Context: an optimization exercise on an open-source flow, tuned for small area, a short achievable clock period and few clock cycles. The choices shown serve that exercise and are no tape-out recipe. Where RTL was checked, it was by simulation tests only, not by an equivalence proof against the original. The RTL of run 1 was laid out without a check of its function. Power is estimated from default activity; no workload was simulated.

**design/flow/design.v**
```verilog
module syncchan (
    input             clk,
    input             rst,           
    input      [8:0]  prog_len,      
    input      [63:0] sprite,        
    output     [7:0]  prog_addr,
    input      [15:0] prog_data,
    input             rel_valid,     
    input      [7:0]  rel_data,
    output            held,          
    output reg        tx_valid,      
    output reg [7:0]  tx_data,
    output reg        io_rd,
    output reg        io_wr,
    output reg [15:0] io_addr,
    output reg [7:0]  io_wdata,
    input      [7:0]  io_rdata,
    output reg        draw_valid,
    output reg [1:0]  draw_op,       
    output reg [8:0]  draw_x,
    output reg [7:0]  draw_y,
    output            done,
    output            fault,
    output     [1:0]  fault_cause,   
    output     [15:0] fault_info     
);
    localparam [7:0]  PX_RESET = 8'd128, PY_RESET = 8'd96, WPOS_RESET = 8'd0;
    localparam [7:0] OP_WAIT = 8'h01, OP_EMITC = 8'h02, OP_EMITHI = 8'h03, OP_EMITH = 8'h04,
                     OP_KSAMP = 8'h05, OP_JSAMP = 8'h06, OP_MSAMP = 8'h07, OP_PSTEP = 8'h08,
                     OP_RENDER = 8'h09, OP_PBTN = 8'h0A, OP_PSCR = 8'h0B, OP_JMP = 8'h0C;
    localparam [1:0] S_FETCH = 2'd0, S_EXEC = 2'd1, S_DONE = 2'd2, S_FAULT = 2'd3;
    localparam [1:0] F_ILLEGAL = 2'd1, F_UNWRITTEN = 2'd2, F_BADTARGET = 2'd3;
    reg [1:0]  state;
    reg [8:0]  na;           
    reg [15:0] ir;           
    reg [2:0]  step;
    reg        rel;          
    reg        badtgt;       
    reg        rrun;         
    reg        rpass;        
    reg [2:0]  rj;           
    reg [7:0]  rem;          
    reg [4:0] kf [0:7];      
    reg [7:0] joy;
    reg [7:0] mx, my, mb, pmx, pmy, pmb;
    reg [7:0] ppx, ppy, pwpos;
    reg       kf_v, joy_v, m_v, pm_v, pp_v;
    reg [7:0] px, py, wpos;
    wire [7:0] op  = ir[15:8];
    wire [7:0] arg = ir[7:0];
    wire exec = (state == S_EXEC);
    wire is_jmp = (op == OP_JMP);
    assign prog_addr = (exec && is_jmp) ? arg : na[7:0];
    assign done  = (state == S_DONE);
    assign fault = (state == S_FAULT);
    reg illegal;
    always @(*) begin
        case (op)
            OP_WAIT, OP_KSAMP, OP_JSAMP, OP_MSAMP, OP_PSTEP, OP_RENDER, OP_PSCR:
                illegal = (arg != 8'h00);
            OP_EMITC, OP_EMITHI, OP_JMP:
                illegal = 1'b0;
            OP_EMITH:
                illegal = (arg > 8'h17);
            OP_PBTN:
                illegal = (arg > 8'h03);
            default:
                illegal = 1'b1;
        endcase
    end
    wire [7:0] dx = mx - pmx;
    wire [7:0] dy = my - pmy;
    wire [3:0] dwn = mb[7:4] - pmb[7:4];
    wire [7:0] dw = {{4{dwn[3]}}, dwn};
    reg [7:0] xr;
    reg       xr_bad;
    reg [7:0] xr_name;
    always @(*) begin
        xr = 8'h00; xr_bad = 1'b0; xr_name = arg;
        case (arg[4:0])
            5'h00, 5'h01, 5'h02, 5'h03, 5'h04, 5'h05, 5'h06, 5'h07:
                begin xr = {3'b111, kf[arg[2:0]]}; xr_bad = !kf_v; end
            5'h08: begin xr = joy; xr_bad = !joy_v; end
            5'h09: begin xr = mx;  xr_bad = !m_v; end
            5'h0A: begin xr = my;  xr_bad = !m_v; end
            5'h0B: begin xr = mb;  xr_bad = !m_v; end
            5'h0C: begin xr = pmx; xr_bad = !pm_v; end
            5'h0D: begin xr = pmy; xr_bad = !pm_v; end
            5'h0E: begin xr = pmb; xr_bad = !pm_v; end
            5'h0F: begin xr = dx; xr_bad = !m_v || !pm_v; xr_name = m_v ? 8'h0C : 8'h09; end
            5'h10: begin xr = dy; xr_bad = !m_v || !pm_v; xr_name = m_v ? 8'h0D : 8'h0A; end
            5'h11: begin xr = dw; xr_bad = !m_v || !pm_v; xr_name = m_v ? 8'h0E : 8'h0B; end
            5'h12: begin xr = px; end
            5'h13: begin xr = py; end
            5'h14: begin xr = ppx;   xr_bad = !pp_v; end
            5'h15: begin xr = ppy;   xr_bad = !pp_v; end
            5'h16: begin xr = wpos; end
            5'h17: begin xr = pwpos; xr_bad = !pp_v; end
            default: ;
        endcase
    end
    function [7:0] hexchar(input [3:0] n);
        case (n)
            4'hA: hexchar = 8'h41;
            4'hB: hexchar = 8'h42;
            4'hC: hexchar = 8'h43;
            4'hD: hexchar = 8'h44;
            4'hE: hexchar = 8'h45;
            4'hF: hexchar = 8'h46;
            default: hexchar = {4'h3, n};
        endcase
    endfunction
    reg        cmd_fault;
    reg [1:0]  cmd_fcause;
    reg [7:0]  cmd_fname;
    always @(*) begin
        cmd_fault = 1'b0; cmd_fcause = F_UNWRITTEN; cmd_fname = 8'h00;
        if (illegal) begin
            cmd_fault = 1'b1; cmd_fcause = F_ILLEGAL;
        end else
            case (op)
                OP_EMITH:  begin cmd_fault = xr_bad; cmd_fname = xr_name; end
                OP_PSTEP:  begin cmd_fault = !m_v || !pm_v; cmd_fname = m_v ? 8'h0C : 8'h09; end
                OP_RENDER: begin cmd_fault = !pp_v; cmd_fname = 8'h14; end
                OP_PBTN:   begin cmd_fault = !m_v;  cmd_fname = 8'h0B; end
                OP_PSCR:   begin cmd_fault = !pp_v; cmd_fname = 8'h17; end
                OP_JMP:    begin cmd_fault = badtgt; cmd_fcause = F_BADTARGET;
                                 cmd_fname = arg; end
                default: ;
            endcase
    end
    assign fault_cause = cmd_fcause;
    assign fault_info  = (cmd_fcause == F_ILLEGAL) ? ir : {8'h00, cmd_fname};
    wire [7:0] px_next = px + dx;
    wire signed [9:0] y1 = $signed({2'b00, py}) + $signed({{2{dy[7]}}, dy});
    wire signed [9:0] w1 = $signed({2'b00, wpos}) + $signed({{6{dwn[3]}}, dwn});
    wire [7:0] py_next = (y1 > 10'sd191) ? 8'd1 :
                         (y1 < 10'sd0)   ? 8'd192 : y1[7:0];
    wire [7:0] wpos_next = (w1 < 10'sd0)   ? 8'd0 :
                           (w1 > 10'sd191) ? 8'd191 : w1[7:0];
    wire [8:0] ddx = {1'b0, ppx} - {1'b0, px};
    wire [8:0] ddy = {1'b0, ppy} - {1'b0, py};
    wire ovx = (ddx[8:3] == 6'b000000) || (ddx[8:3] == 6'b111111 && ddx[2:0] != 3'd0);
    wire ovy = (ddy[8:3] == 6'b000000) || (ddy[8:3] == 6'b111111 && ddy[2:0] != 3'd0);
    wire       lp = rrun ? (rpass | (rj == 3'd7)) : 1'b0;
    wire [2:0] lj = rrun ? rj + 3'd1 : 3'd0;
    function [7:0] srow(input [2:0] j);    
        integer c;
        for (c = 0; c < 8; c = c + 1)
            srow[c] = sprite[{j, 3'd7 - c[2:0]}];
    endfunction
    wire [7:0] arow = srow(lj);
    wire [3:0] nj4 = {1'b0, lj} + ddy[3:0];         
    wire       nj_in = ovy && !nj4[3];
    wire [7:0] nrow = srow(nj4[2:0]);
    wire [15:0] nrow_ext = ddx[8] ? {nrow, 8'h00} : {8'h00, nrow};
    wire [2:0]  sh_amt = ddx[2:0];
    wire [15:0] nsh_w = nrow_ext >> sh_amt;
    wire [7:0]  nsh = (ovx && nj_in) ? nsh_w[7:0] : 8'h00;
    wire [7:0]  lmask = lp ? arow : (arow & ~nsh);
    reg [2:0] c0;
    integer k;
    always @(*) begin
        c0 = 3'd0;
        for (k = 7; k >= 0; k = k - 1)
            if (rem[k]) c0 = k[2:0];
    end
    wire [7:0] rem_rest = rem & ~(8'd1 << c0);
    wire       rlast_row = (rem_rest == 8'h00);
    wire       rend = rlast_row && rpass && (rj == 3'd7);
    wire [7:0] rax = rpass ? px : ppx;
    wire [7:0] ray = rpass ? py : ppy;
    wire go = rel | (rel_valid & (rel_data != 8'h00));
    assign held = exec && (ir == 16'h0100) && !rel;
    wire [3:0] hexnib = (op == OP_EMITHI) ? (step[0] ? arg[3:0] : arg[7:4])
                                          : (step[0] ? xr[3:0]  : xr[7:4]);
    always @(*) begin
        tx_data  = (op == OP_EMITC) ? arg : hexchar(hexnib);
        io_addr  = (op == OP_KSAMP) ? {~(8'd1 << step), 8'hFE} :
                   (op == OP_JSAMP) ? 16'h001F : {8'h00, 6'b110111, step[0], 1'b1};
        io_wdata = {6'd0, (op[1:0] == 2'b11 && !step[0]) ? step[2:1] + 2'd1 : 2'd0};
        case (op[1:0])
            2'b01:   begin draw_op = {1'b0, rpass}; draw_x = {1'b0, rax} + {6'd0, c0}; draw_y = ray + {5'd0, rj}; end
            2'b10:   begin draw_op = 2'd2; draw_x = {7'd0, arg[1:0]}; draw_y = {7'd0, mb[arg[1:0]]}; end
            default: begin draw_op = 2'd3; draw_x = {1'b0, pwpos}; draw_y = wpos; end
        endcase
    end
    reg cmd_last;
    always @(*) begin
        tx_valid = 1'b0; io_rd = 1'b0; io_wr = 1'b0; draw_valid = 1'b0;
        cmd_last = 1'b0;
        if (exec && !cmd_fault) begin
            case (op)
                OP_WAIT: cmd_last = go;
                OP_EMITC: begin tx_valid = 1'b1; cmd_last = 1'b1; end
                OP_EMITHI, OP_EMITH: begin tx_valid = 1'b1; cmd_last = step[0]; end
                OP_KSAMP: begin io_rd = 1'b1; cmd_last = (step == 3'd7); end
                OP_JSAMP: begin io_rd = 1'b1; cmd_last = 1'b1; end
                OP_MSAMP: begin
                    io_rd = step[0]; io_wr = !step[0];
                    cmd_last = (step == 3'd5);
                end
                OP_PSTEP: cmd_last = 1'b1;
                OP_RENDER: begin
                    draw_valid = rrun && (rem != 8'h00);
                    cmd_last = rrun && rend;
                end
                OP_PBTN, OP_PSCR: begin draw_valid = 1'b1; cmd_last = 1'b1; end
                OP_JMP: cmd_last = 1'b1;
                default: ;
            endcase
        end
    end
    wire fetch = (state == S_FETCH) || (exec && cmd_last);
    wire at_end = !(exec && is_jmp) && (na == prog_len);
    always @(posedge clk) begin
        if (rst) begin
            state <= S_FETCH;
            na    <= 9'd0;
            rel   <= 1'b0;
            kf_v <= 1'b0; joy_v <= 1'b0; m_v <= 1'b0; pm_v <= 1'b0; pp_v <= 1'b0;
            px <= PX_RESET; py <= PY_RESET; wpos <= WPOS_RESET;
        end else begin
            if (exec && op == OP_WAIT && !illegal && go)
                rel <= 1'b0;                         
            else if (rel_valid)
                rel <= (rel_data != 8'h00);
            if (exec && cmd_fault)
                state <= S_FAULT;
            else if (fetch) begin
                if (at_end)
                    state <= S_DONE;
                else begin
                    state <= S_EXEC;
                    na    <= {1'b0, prog_addr} + 9'd1;
                end
            end
            if (exec && !cmd_fault) begin
                step <= step + 3'd1;
                case (op)
                    OP_KSAMP: begin
                        kf[step] <= io_rdata[4:0];
                        if (step == 3'd7) kf_v <= 1'b1;
                    end
                    OP_JSAMP: begin
                        joy <= io_rdata; joy_v <= 1'b1;
                    end
                    OP_MSAMP:
                        case (step)
                            3'd0: begin pmx <= mx; pmy <= my; pmb <= mb; pm_v <= m_v; end
                            3'd1: mx <= io_rdata;
                            3'd3: my <= ~io_rdata;
                            3'd5: begin mb <= io_rdata; m_v <= 1'b1; end
                            default: ;
                        endcase
                    OP_PSTEP: begin
                        ppx <= px; ppy <= py; pwpos <= wpos; pp_v <= 1'b1;
                        px <= px_next; py <= py_next; wpos <= wpos_next;
                    end
                    default: ;
                endcase
            end
        end
        if (exec && op == OP_RENDER) begin
            if (!rrun || rlast_row) begin
                rrun  <= 1'b1;
                rpass <= lp;
                rj    <= lj;
                rem   <= lmask;
            end else
                rem <= rem_rest;
        end else
            rrun <= 1'b0;
        if (fetch) begin
            ir   <= prog_data;
            badtgt <= ({1'b0, prog_data[7:0]} >= prog_len);
            step <= 3'd0;
            rrun <= 1'b0;
        end
    end
endmodule
```
**design/flow/run.sh**
```bash
#!/bin/bash
# synth_recipe.tcl (not shown) runs the flow's synth.tcl, then flattens the netlist and writes it again
# the make line also repeats each setting of config.mk as NAME=value (left out here)
make -C /OpenROAD-flow-scripts/flow DESIGN_CONFIG=/design/flow/config.mk WORK_HOME=/design/flow/orfs CLKGATE_MAP_FILE= SYNTH_SCRIPT=/design/flow/synth_recipe.tcl finish
```
**design/flow/config.mk**
```make
export PLATFORM = sky130hd
export DESIGN_NAME = syncchan
export DESIGN_NICKNAME = syncchan
export VERILOG_FILES = /design/flow/design.v
export SDC_FILE = /design/flow/constraint.sdc
export NUM_CORES = 4
export LEC_CHECK = 0
export CAP_MARGIN = 20
export CORE_MARGIN = 2
export CORE_UTILIZATION = 40
export SETUP_SLACK_MARGIN = 5
export SLEW_MARGIN = 20
```
**design/flow/constraint.sdc**
```tcl
create_clock -name core_clock -period 10.0 [get_ports {clk}]
set_input_delay 2.0000 -clock core_clock [delete_from_list [all_inputs] [get_ports {clk}]]
set_output_delay 2.0000 -clock core_clock [all_outputs]
set_load 0.01 [all_outputs]
```
==> results of run 1 <==
[routing by layer]
metal,GRT usage,vias to the layer above,wire (um)
met5,0,-,0
met1,0.337,6380,21800
met2,0.433,528,23700
met3,0.0413,89,3010
li1,-,6095,-
met4,0.109,0,1900
[synthesized netlist by cell type, types with 5 or more instances]
cell / count
edfxtp_1: 149
nor2_1: 121
inv_1: 115
nand3_1: 112
ha_1: 92
nand2_1: 86
a21oi_1: 84
o21ai_0: 80
mux2i_1: 50
clkbuf_1: 49
dfxtp_1: 48
xor2_1: 39
nor2b_1: 34
mux4_2: 33
nor3_1: 33
xnor2_1: 31
a21o_1: 27
a211oi_1: 24
buf_2: 24
and2_1: 23
nand4_1: 21
a31oi_1: 18
o22ai_1: 16
mux2_2: 14
and3_1: 13
nor4_1: 13
nand2b_1: 12
o21a_1: 12
buf_4: 11
fa_1: 11
o21bai_1: 11
or3_1: 9
buf_1: 8
o31ai_1: 8
a22o_1: 7
mux2_4: 7
a32o_1: 6
o2111ai_1: 6
o21ai_1: 6
a221oi_1: 5
[stage by stage]
step | hold slack [ns] | util | total power, mW | worst slack [ns] | cell area [um2]
3_3_place_gp | 0.456 | 0.461 | 1.20 | 3.99 | 16800
2_1_floorplan | 0.438 | - | 1.06 | 5.24 | 14700
5_1_grt | 0.510 | 0.507 | 2.05 | 4.35 | 18500
4_1_cts | 0.486 | 0.498 | 1.98 | 4.51 | 18100
3_5_place_dp | 0.468 | 0.461 | 1.20 | 3.92 | 16800
6_report | 0.490 | 0.507 | 1.98 | 4.46 | 18500
[cells by family after synthesis]
| kind of cell | count (synthesis) | synth area share |
|---|---|---|
| AO/OA/AOI/OAI | 358 | 0.159 |
| AND/OR/NAND/NOR | 506 | 0.174 |
| adder cells (fa/ha/maj) | 104 | 0.0939 |
| other | 2 | 0.000511 |
| multiplexers | 104 | 0.102 |
| flip-flops | 197 | 0.370 |
| XOR/XNOR | 70 | 0.0417 |
| buffers and inverters | 209 | 0.0587 |
[cell usage in the layout, fill, tap and decap left out, types with 13 or more instances in the layout]
cell type	instances
edfxtp_1	149
clkdlybuf4s50_1	143
nor2_1	112
inv_1	110
nand3_1	109
ha_1	86
buf_4	82
nand2_1	80
a21oi_1	75
o21ai_0	67
mux2i_1	50
dfxtp_1	46
xor2_1	35
mux4_2	33
nor3_1	30
xnor2_1	28
a21o_1	27
nor2b_1	27
a211oi_1	22
nand4_1	21
and2_1	20
clkbuf_16	17
o21ai_1	16
a31oi_1	16
mux2_2	14
nor4_1	13
[worst min-delay path, stage by stage (launching register included)]
cell	delay (ns)
dfxtp_1	0.35
a31oi_1	0.04
nor2_1	0.07
[timing repair]
item / CTS / global route
pin swaps: 24 / 18
gates resized for setup: 143 / 67
endpoints found under the setup margin: 55 / 54
setup buffers: 50 / 23
[worst min-delay path by stage]
stage,start,to,slack (ns),cells after the start
finish,kf_v$_SDFFE_PP0P_,kf_v$_SDFFE_PP0P_,0.49,2
CTS,joy_v$_SDFFE_PP0P_,joy_v$_SDFFE_PP0P_,0.49,2
global placement,joy_v$_SDFFE_PP0P_,joy_v$_SDFFE_PP0P_,0.46,2
global route,joy_v$_SDFFE_PP0P_,joy_v$_SDFFE_PP0P_,0.51,2
detailed placement,kf_v$_SDFFE_PP0P_,kf_v$_SDFFE_PP0P_,0.47,2
floorplan,kf_v$_SDFFE_PP0P_,kf_v$_SDFFE_PP0P_,0.44,2
[power groups by stage]
| stage | logic, mW | clock network, mW | registers [mW] |
|---|---|---|---|
| CTS | 0.299 | 0.773 | 0.904 |
| finish | 0.315 | 0.764 | 0.903 |
| global route | 0.335 | 0.805 | 0.905 |
| floorplan | 0.154 | 0 | 0.910 |
| detailed placement | 0.273 | 0 | 0.928 |
| global placement | 0.272 | 0 | 0.928 |
[area by class of cell]
cell class / count / area, um2 / share of cell area
flip-flops and latches: 197 / 5440 / 0.294
multi-input cells: 1151 / 8930 / 0.483
clock buffers: 17 / 425 / 0.0230
inverters: 116 / 435 / 0.0236
repair buffers: 267 / 2430 / 0.132
clock inverters: 15 / 234 / 0.0127
well taps: 468 / 586 / 0.0317
==> reports/qor.csv, run 1 <==
stage;metric;value;unit
worst_setup_path;crit_fanout;29;
clock_network;cts_buffers;17;
hold_path;hold_class;reg -> reg;
synthesis;yosysTopAreaCell;edfxtp_1;
synthesis;yosysTopAreaCellShare;0.304;
placement;place_inst;2126;
grt;grt_usage;0.260;
worst_setup_path;cpPeakStageDelay;0.49;ns
clock_network;clk_pin_slew;0.09;ns
final_layout;post_route_cells_drive_above_1_share;0.167;
worst_setup_path;path_depth;12;
detailed_routing;wl;50400;um
worst_setup_path;start_kind;register;
pwr;swShare;0.296;
final_layout;area_growth_syn_to_layout;25.7;%
sta;finClkSkew;0.0140;ns
worst_setup_path;critPathCaptureType;output pin;
worst_setup_path;cpMaxStageDelayCell;edfxtp_1;
worst_setup_path;critPathTopFamily;simple AND/OR/NAND/NOR gates;
pwr;powerDensity;107;nW/um2
final_layout;antenna_cells;0;
final_layout;fill_cells;3385;
sta;post-route-period-util;0.554;
synthesis;synth-async-reset-ratio;0;
final_layout;reg_top3;kf x40, ir x16, na x9;
synthesis;ys_ff_latch;197;
clock_network;clk_latency;0.46;ns
floorplanning;io_pins;192;
clock_network;cts_tree;done;
synthesis;syn_area;14700;um2
grt;grt_pass1_wl;76100;um
sta;slew_headroom;0.357;
clock_network;ctsHoldBuffers;0;
detailed_routing;post-route-drc-count;0;
floorplanning;placeableCoreArea;36400;um2
placement;gp_congestion;0.949;
synthesis;yosysWarnings;1;
floorplanning;initial_core_util;0.404;
floorplanning;num_rows;70;
sta;setup_violations;0;
clock_network;clk_path_buf_depth;2;
detailed_routing;first_pass_iters;8;
final_layout;regMostFlops;kf;
pwr;clockPowerShare;0.385;
floorplanning;die_y;196;um
worst_setup_path;setup.worst_path.end;tx_data[2];
synthesis;synth_top_flop_cell;edfxtp_1;
pwr;vdd_drop_max;0.110;mV
synthesis;synth_area_leaders;edfxtp_1 (30%), ha_1 (7.8%), dfxtp_1 (6.5%);
worst_setup_path;timing.rr.start;rj[0]$_DFFE_PP_;
worst_setup_path;cp-startpoint;ir[4]$_DFFE_PP_;
floorplanning;fp.dieArea;38300;um2
sta;tightest_slew;0.964;ns
worst_setup_path;crit_type;reg -> out;
detailed_routing;viasPerCell;5.87;
detailed_routing;ant_nets;0;
final_layout;nets;1961;
worst_setup_path;cp.arrival;3.54;ns
pwr;seq_power_share;0.456;
sta;fin_crit;5.54;ns
synthesis;yosysSeqAreaShare;0.370;
clock_network;numClockSinks;197;
sta;rsz0062_at_grt;true;
placement;numPortBuffers;182;
floorplanning;fp.dieW;196;um
worst_setup_path;reg2reg_depth;12;
worst_setup_path;r2r_end;rem[7]$_DFFE_PP_;
worst_setup_path;r2r_slack;5.44;ns
worst_setup_path;path_cells;buf_4, and3b_1, buf_12, and3_1, a311o_1, nor4_1, a311oi_2, a21oi_1, nor2b_2, nand2_1, a22o_1, buf_2;
pwr;p_sw;587;uW
grt;grt_pass1_vias;12800;
pwr;internal_power;1.40;mW
synthesis;syn_inst;1550;
sta;slew_viol_final;0;
final_layout;largest_reg_flops;40;
synthesis;ys_types;87;
clock_network;h-tree-depth;4;
flow_run;maxCapViolCount;0;
sta;clock.fmax;180;MHz
pwr;leakage;7.41;nW
sta;final_hold_viol_count;0;
grt;grt-ovfl-total;0;
detailed_routing;routed-via-count;13100;
detailed_routing;wire_per_inst;22.6;um
grt;grt_max_degree;51;
synthesis;synth-edff-count;149;
grt;antenna_found_initial;0;
worst_setup_path;cp.required;8.00;ns
worst_setup_path;critical_path_buf_inv_count;3;
detailed_routing;drt-initial-drc-count;1107;
placement;dp_hpwl;37800;um
pwr;combPwrFrac;0.159;
sta;setup_tns;0;ns
synthesis;avgSynthCellArea;9.49;um2
status;outcome;timing/DRC/antenna clean;
final_layout;final_cells;2231;
clock_network;cts_root_buf;clkbuf_16;
==> run 2, diff against run 1 <==
--- a/design/flow/design.v
+++ b/design/flow/design.v
@@ -35,7 +35,6 @@
     reg [15:0] ir;           
     reg [2:0]  step;
     reg        rel;          
-    reg        badtgt;       
     reg        rrun;         
     reg        rpass;        
     reg [2:0]  rj;           
@@ -100,15 +99,7 @@
         endcase
     end
     function [7:0] hexchar(input [3:0] n);
-        case (n)
-            4'hA: hexchar = 8'h41;
-            4'hB: hexchar = 8'h42;
-            4'hC: hexchar = 8'h43;
-            4'hD: hexchar = 8'h44;
-            4'hE: hexchar = 8'h45;
-            4'hF: hexchar = 8'h46;
-            default: hexchar = {4'h3, n};
-        endcase
+        hexchar = (n <= 4'd9) ? (8'h30 + {4'h0, n}) : (8'h37 + {4'h0, n});
     endfunction
     reg        cmd_fault;
     reg [1:0]  cmd_fcause;
@@ -124,7 +115,7 @@
                 OP_RENDER: begin cmd_fault = !pp_v; cmd_fname = 8'h14; end
                 OP_PBTN:   begin cmd_fault = !m_v;  cmd_fname = 8'h0B; end
                 OP_PSCR:   begin cmd_fault = !pp_v; cmd_fname = 8'h17; end
-                OP_JMP:    begin cmd_fault = badtgt; cmd_fcause = F_BADTARGET;
+                OP_JMP:    begin cmd_fault = ({1'b0, arg} >= prog_len); cmd_fcause = F_BADTARGET;
                                  cmd_fname = arg; end
                 default: ;
             endcase
@@ -273,7 +264,6 @@
             rrun <= 1'b0;
         if (fetch) begin
             ir   <= prog_data;
-            badtgt <= ({1'b0, prog_data[7:0]} >= prog_len);
             step <= 3'd0;
             rrun <= 1'b0;
         end
--- a/design/flow/config.mk
+++ b/design/flow/config.mk
@@ -8,5 +8,4 @@
 export CAP_MARGIN = 20
 export CORE_MARGIN = 2
 export CORE_UTILIZATION = 40
-export SETUP_SLACK_MARGIN = 5
 export SLEW_MARGIN = 20
==> reports/qor.csv, run 2 <==
stage;metric;value;unit;change
status;outcome;timing/DRC/antenna clean;;unchanged
clock_network;h-tree-depth;4;;unchanged
final_layout;fill_cells;3425;;was 3385
sta;hold_slack;0.489;ns;was 0.490 ns
placement;dpl-instance-area;17200;um2;was 16800 um2
clock_network;cts_tree;done;;unchanged
sta;finClkSkew;0.0134;ns;was 0.0140 ns
detailed_routing;ant_nets;0;;unchanged
clock_network;cts_resized;0;;was 143
sta;post-route-period-util;0.739;;was 0.554
grt;grt-ovfl-total;0;;unchanged
worst_setup_path;critPathCaptureType;output pin;;unchanged
synthesis;avgSynthCellArea;9.61;um2;was 9.49 um2
synthesis;ys_ff_latch;196;;was 197
synthesis;synth_top_flop_cell;edfxtp_1;;unchanged
grt;grt_pass1_wl;77900;um;was 76100 um
hold_path;hold_class;reg -> reg;;unchanged
sta;rsz0062_at_grt;false;;was true
synthesis;synth-async-reset-ratio;0;;unchanged
detailed_routing;post-route-drc-count;0;;unchanged
grt;grt_max_degree;41;;was 51
worst_setup_path;cp.arrival;5.39;ns;was 3.54 ns
final_layout;final_common_cell;clkdlybuf4s50_1;;was edfxtp_1
floorplanning;fp.dieW;197;um;was 196 um
synthesis;synth_most_common_cell;edfxtp_1;;unchanged
synthesis;synth-edff-count;148;;was 149
clock_network;cts_root_buf;clkbuf_16;;unchanged
synthesis;yosysSeqAreaShare;0.362;;was 0.370
synthesis;yosysTopAreaCell;edfxtp_1;;unchanged
grt;antenna_found_initial;1;;was 0
detailed_routing;drt-initial-drc-count;1253;;was 1107
floorplanning;num_rows;70;;unchanged
detailed_routing;wire_per_inst;23.5;um;was 22.6 um
clock_network;clk_latency;0.46;ns;about the same
detailed_routing;first_pass_iters;6;;was 8
synthesis;synthTopCellsByCount;edfxtp_1 (148), inv_1 (118), nor2_1 (117);;was edfxtp_1 (149), nor2_1 (121), inv_1 (115)
clock_network;numClockSinks;196;;was 197
clock_network;clk_pin_slew;0.08;ns;was 0.09 ns
sta;setup_tns;0;ns;unchanged
clock_network;cts_buffers;17;;unchanged
sta;clock.fmax;135;MHz;was 180 MHz
clock_network;post_cts_buffers;0;;was 50
synthesis;syn_area;14900;um2;was 14700 um2
worst_setup_path;timing.rr.start;ir[0]$_DFFE_PP_;;was rj[0]$_DFFE_PP_
grt;grt_usage;0.266;;was 0.260
synthesis;syn_inst;1554;;was 1550
final_layout;final_area;17700;um2;was 18500 um2
final_layout;regMostFlops;kf;;unchanged
sta;final_hold_viol_count;0;;unchanged
pwr;vdd_drop_max;0.143;mV;was 0.110 mV
pwr;powerDensity;121;nW/um2;was 107 nW/um2
detailed_routing;routed-via-count;13100;;about the same
pwr;leakage;6.72;nW;was 7.41 nW
synthesis;yosysTopAreaCellShare;0.297;;was 0.304
floorplanning;io_pins;192;;unchanged
sta;fin_crit;7.39;ns;was 5.54 ns
final_layout;nets;1909;;was 1961
final_layout;post_route_cells_drive_above_1_share;0.0772;;was 0.167
floorplanning;initial_core_util;0.407;;was 0.404
floorplanning;die_y;197;um;was 196 um
floorplanning;fp.dieArea;38900;um2;was 38300 um2
sta;slew_viol_final;0;;unchanged
final_layout;reg_top3;kf x40, ir x16, na x9;;unchanged
grt;grt_pass1_vias;12700;;was 12800
synthesis;synth_area_leaders;edfxtp_1 (30%), ha_1 (7.9%), dfxtp_1 (6.4%);;was edfxtp_1 (30%), ha_1 (7.8%), dfxtp_1 (6.5%)
sta;setup_violations;0;;unchanged
final_layout;largest_reg_flops;40;;unchanged
worst_setup_path;crit_fanout;19;;was 29
detailed_routing;wl;51300;um;was 50400 um
synthesis;ys_types;88;;was 87
final_layout;area_growth_syn_to_layout;18.6;%;was 25.7%
worst_setup_path;crit_type;reg -> out;;unchanged
sta;slew_headroom;0.280;;was 0.357
floorplanning;placeableCoreArea;36700;um2;was 36400 um2
clock_network;clk_path_buf_depth;2;;unchanged
final_layout;final_cell_mix;clkdlybuf4s50_1 (182), edfxtp_1 (148), inv_1 (118);;was edfxtp_1 (149), clkdlybuf4s50_1 (143), nor2_1 (112)
worst_setup_path;start_kind;register;;unchanged
worst_setup_path;cp.required;8.00;ns;about the same
placement;numPortBuffers;182;;unchanged
placement;dp_hpwl;40500;um;was 37800 um
placement;gp_congestion;0.953;;was 0.949
hold_path;min-delay-start;joy_v$_SDFFE_PP0P_;;was kf_v$_SDFFE_PP0P_
detailed_routing;viasPerCell;6.01;;was 5.87
sta;tightest_slew;1.08;ns;was 0.964 ns
worst_setup_path;cp-startpoint;ir[0]$_DFFE_PP_;;was ir[4]$_DFFE_PP_
flow_run;maxCapViolCount;0;;unchanged
final_layout;antenna_cells;0;;unchanged
clock_network;ctsHoldBuffers;0;;unchanged
synthesis;yosysWarnings;1;;unchanged
## run 2: cells by family after synthesis
kind of cell / Yosys count / share of synthesized area
other: 2 / 0.000503
adder cells (fa/ha/maj): 105 / 0.0928
AO/OA/AOI/OAI: 403 / 0.184
multiplexers: 107 / 0.104
XOR/XNOR: 65 / 0.0381
flip-flops: 196 / 0.362
AND/OR/NAND/NOR: 476 / 0.165
buffers and inverters: 200 / 0.0544
## run 2: stage by stage
step	power [mW]	setup WS [ns]	utilization	cells
after floorplan	1.23	4.31	-	1561
final	2.14	2.61	0.483	2178
after global placement	1.47	2.95	0.467	2146
after global routing	2.22	2.35	0.483	2178
after detailed placement	1.47	2.89	0.467	2146
after CTS	2.14	2.61	0.483	2178
## run 2: cell type report
| cell class | count | area, um2 | share of cell area |
|---|---|---|---|
| Clock inverter | 15 | 136 | 0.00770 |
| Clock buffer | 17 | 425 | 0.0240 |
| Timing Repair Buffer | 197 | 1930 | 0.109 |
| Tap cell | 468 | 586 | 0.0330 |
| Sequential cell | 196 | 5410 | 0.305 |
| Multi-Input combinational cell | 1165 | 8780 | 0.495 |
| Inverter | 120 | 455 | 0.0257 |
## run 2: final timing paths
check | depth (start not counted) | end | slack, ns
max | 14 | tx_data[1] | 2.61
min reg2reg | 2 | joy_v$_SDFFE_PP0P_ | 0.49
max reg2reg | 10 | mx[6]$_DFFE_PP_ | 5.32
min | 2 | joy_v$_SDFFE_PP0P_ | 0.49
## run 2: power breakdown
group | internal, mW | total [mW] | switching, mW
Clock | 0.331 | 0.682 | 0.351
Combinational | 0.233 | 0.521 | 0.289
Sequential | 0.893 | 0.938 | 0.0448
Total | 1.46 | 2.14 | 0.685
## run 2: metal layers
layer | vias to the layer above | track usage | part of all wire
li1 | 6127 | - | -
met3 | 69 | 0.0405 | 0.063
met1 | 6422 | 0.365 | 0.45
met4 | 2 | 0.0819 | 0.025
met5 | - | 0 | 0.00018
met2 | 478 | 0.431 | 0.46
## run 2: critical path, cell delays in order, from the launching register on
cell and delay (ns):
edfxtp_1 0.90, buf_4 0.38, and3b_1 0.41, nand2_1 0.11, or3b_2 0.52, o211a_1 0.18, and4b_1 0.22, o2bb2ai_1 0.20
ha_1 0.27, or2_2 0.31, nand2_1 0.06, o32ai_1 0.16, or3_1 0.35, a31oi_1 0.25, clkdlybuf4s50_1 0.59
Testbench counts of run 2, summed over its fixed seeds: cycles 11,866.

port drivers added, routing unchanged:
The flow's constraints put no driver on any port. The routed layouts listed below were extracted and timed again, unchanged, in two steps. Step 1, drivers: a clkbuf_16 drives clk and a buf_2 each remaining input, both assumed. Step 2 also shifts input and output timing later by t, the mid clock arrival at the registers, as if the neighbouring blocks saw the same clock. Slacks: ideal ports / drivers / drivers and shift; pairs: ideal ports / drivers.
run | t, ns | setup slack, ns | latest minus earliest clock arrival (ns)
run 1 | 0.507 | 4.457 / 4.406 / 4.913 | 0.016 / 0.016
run 2 | 0.510 | 2.607 / 2.552 / 2.733 | 0.016 / 0.015
After both steps every run listed still meets setup and hold.
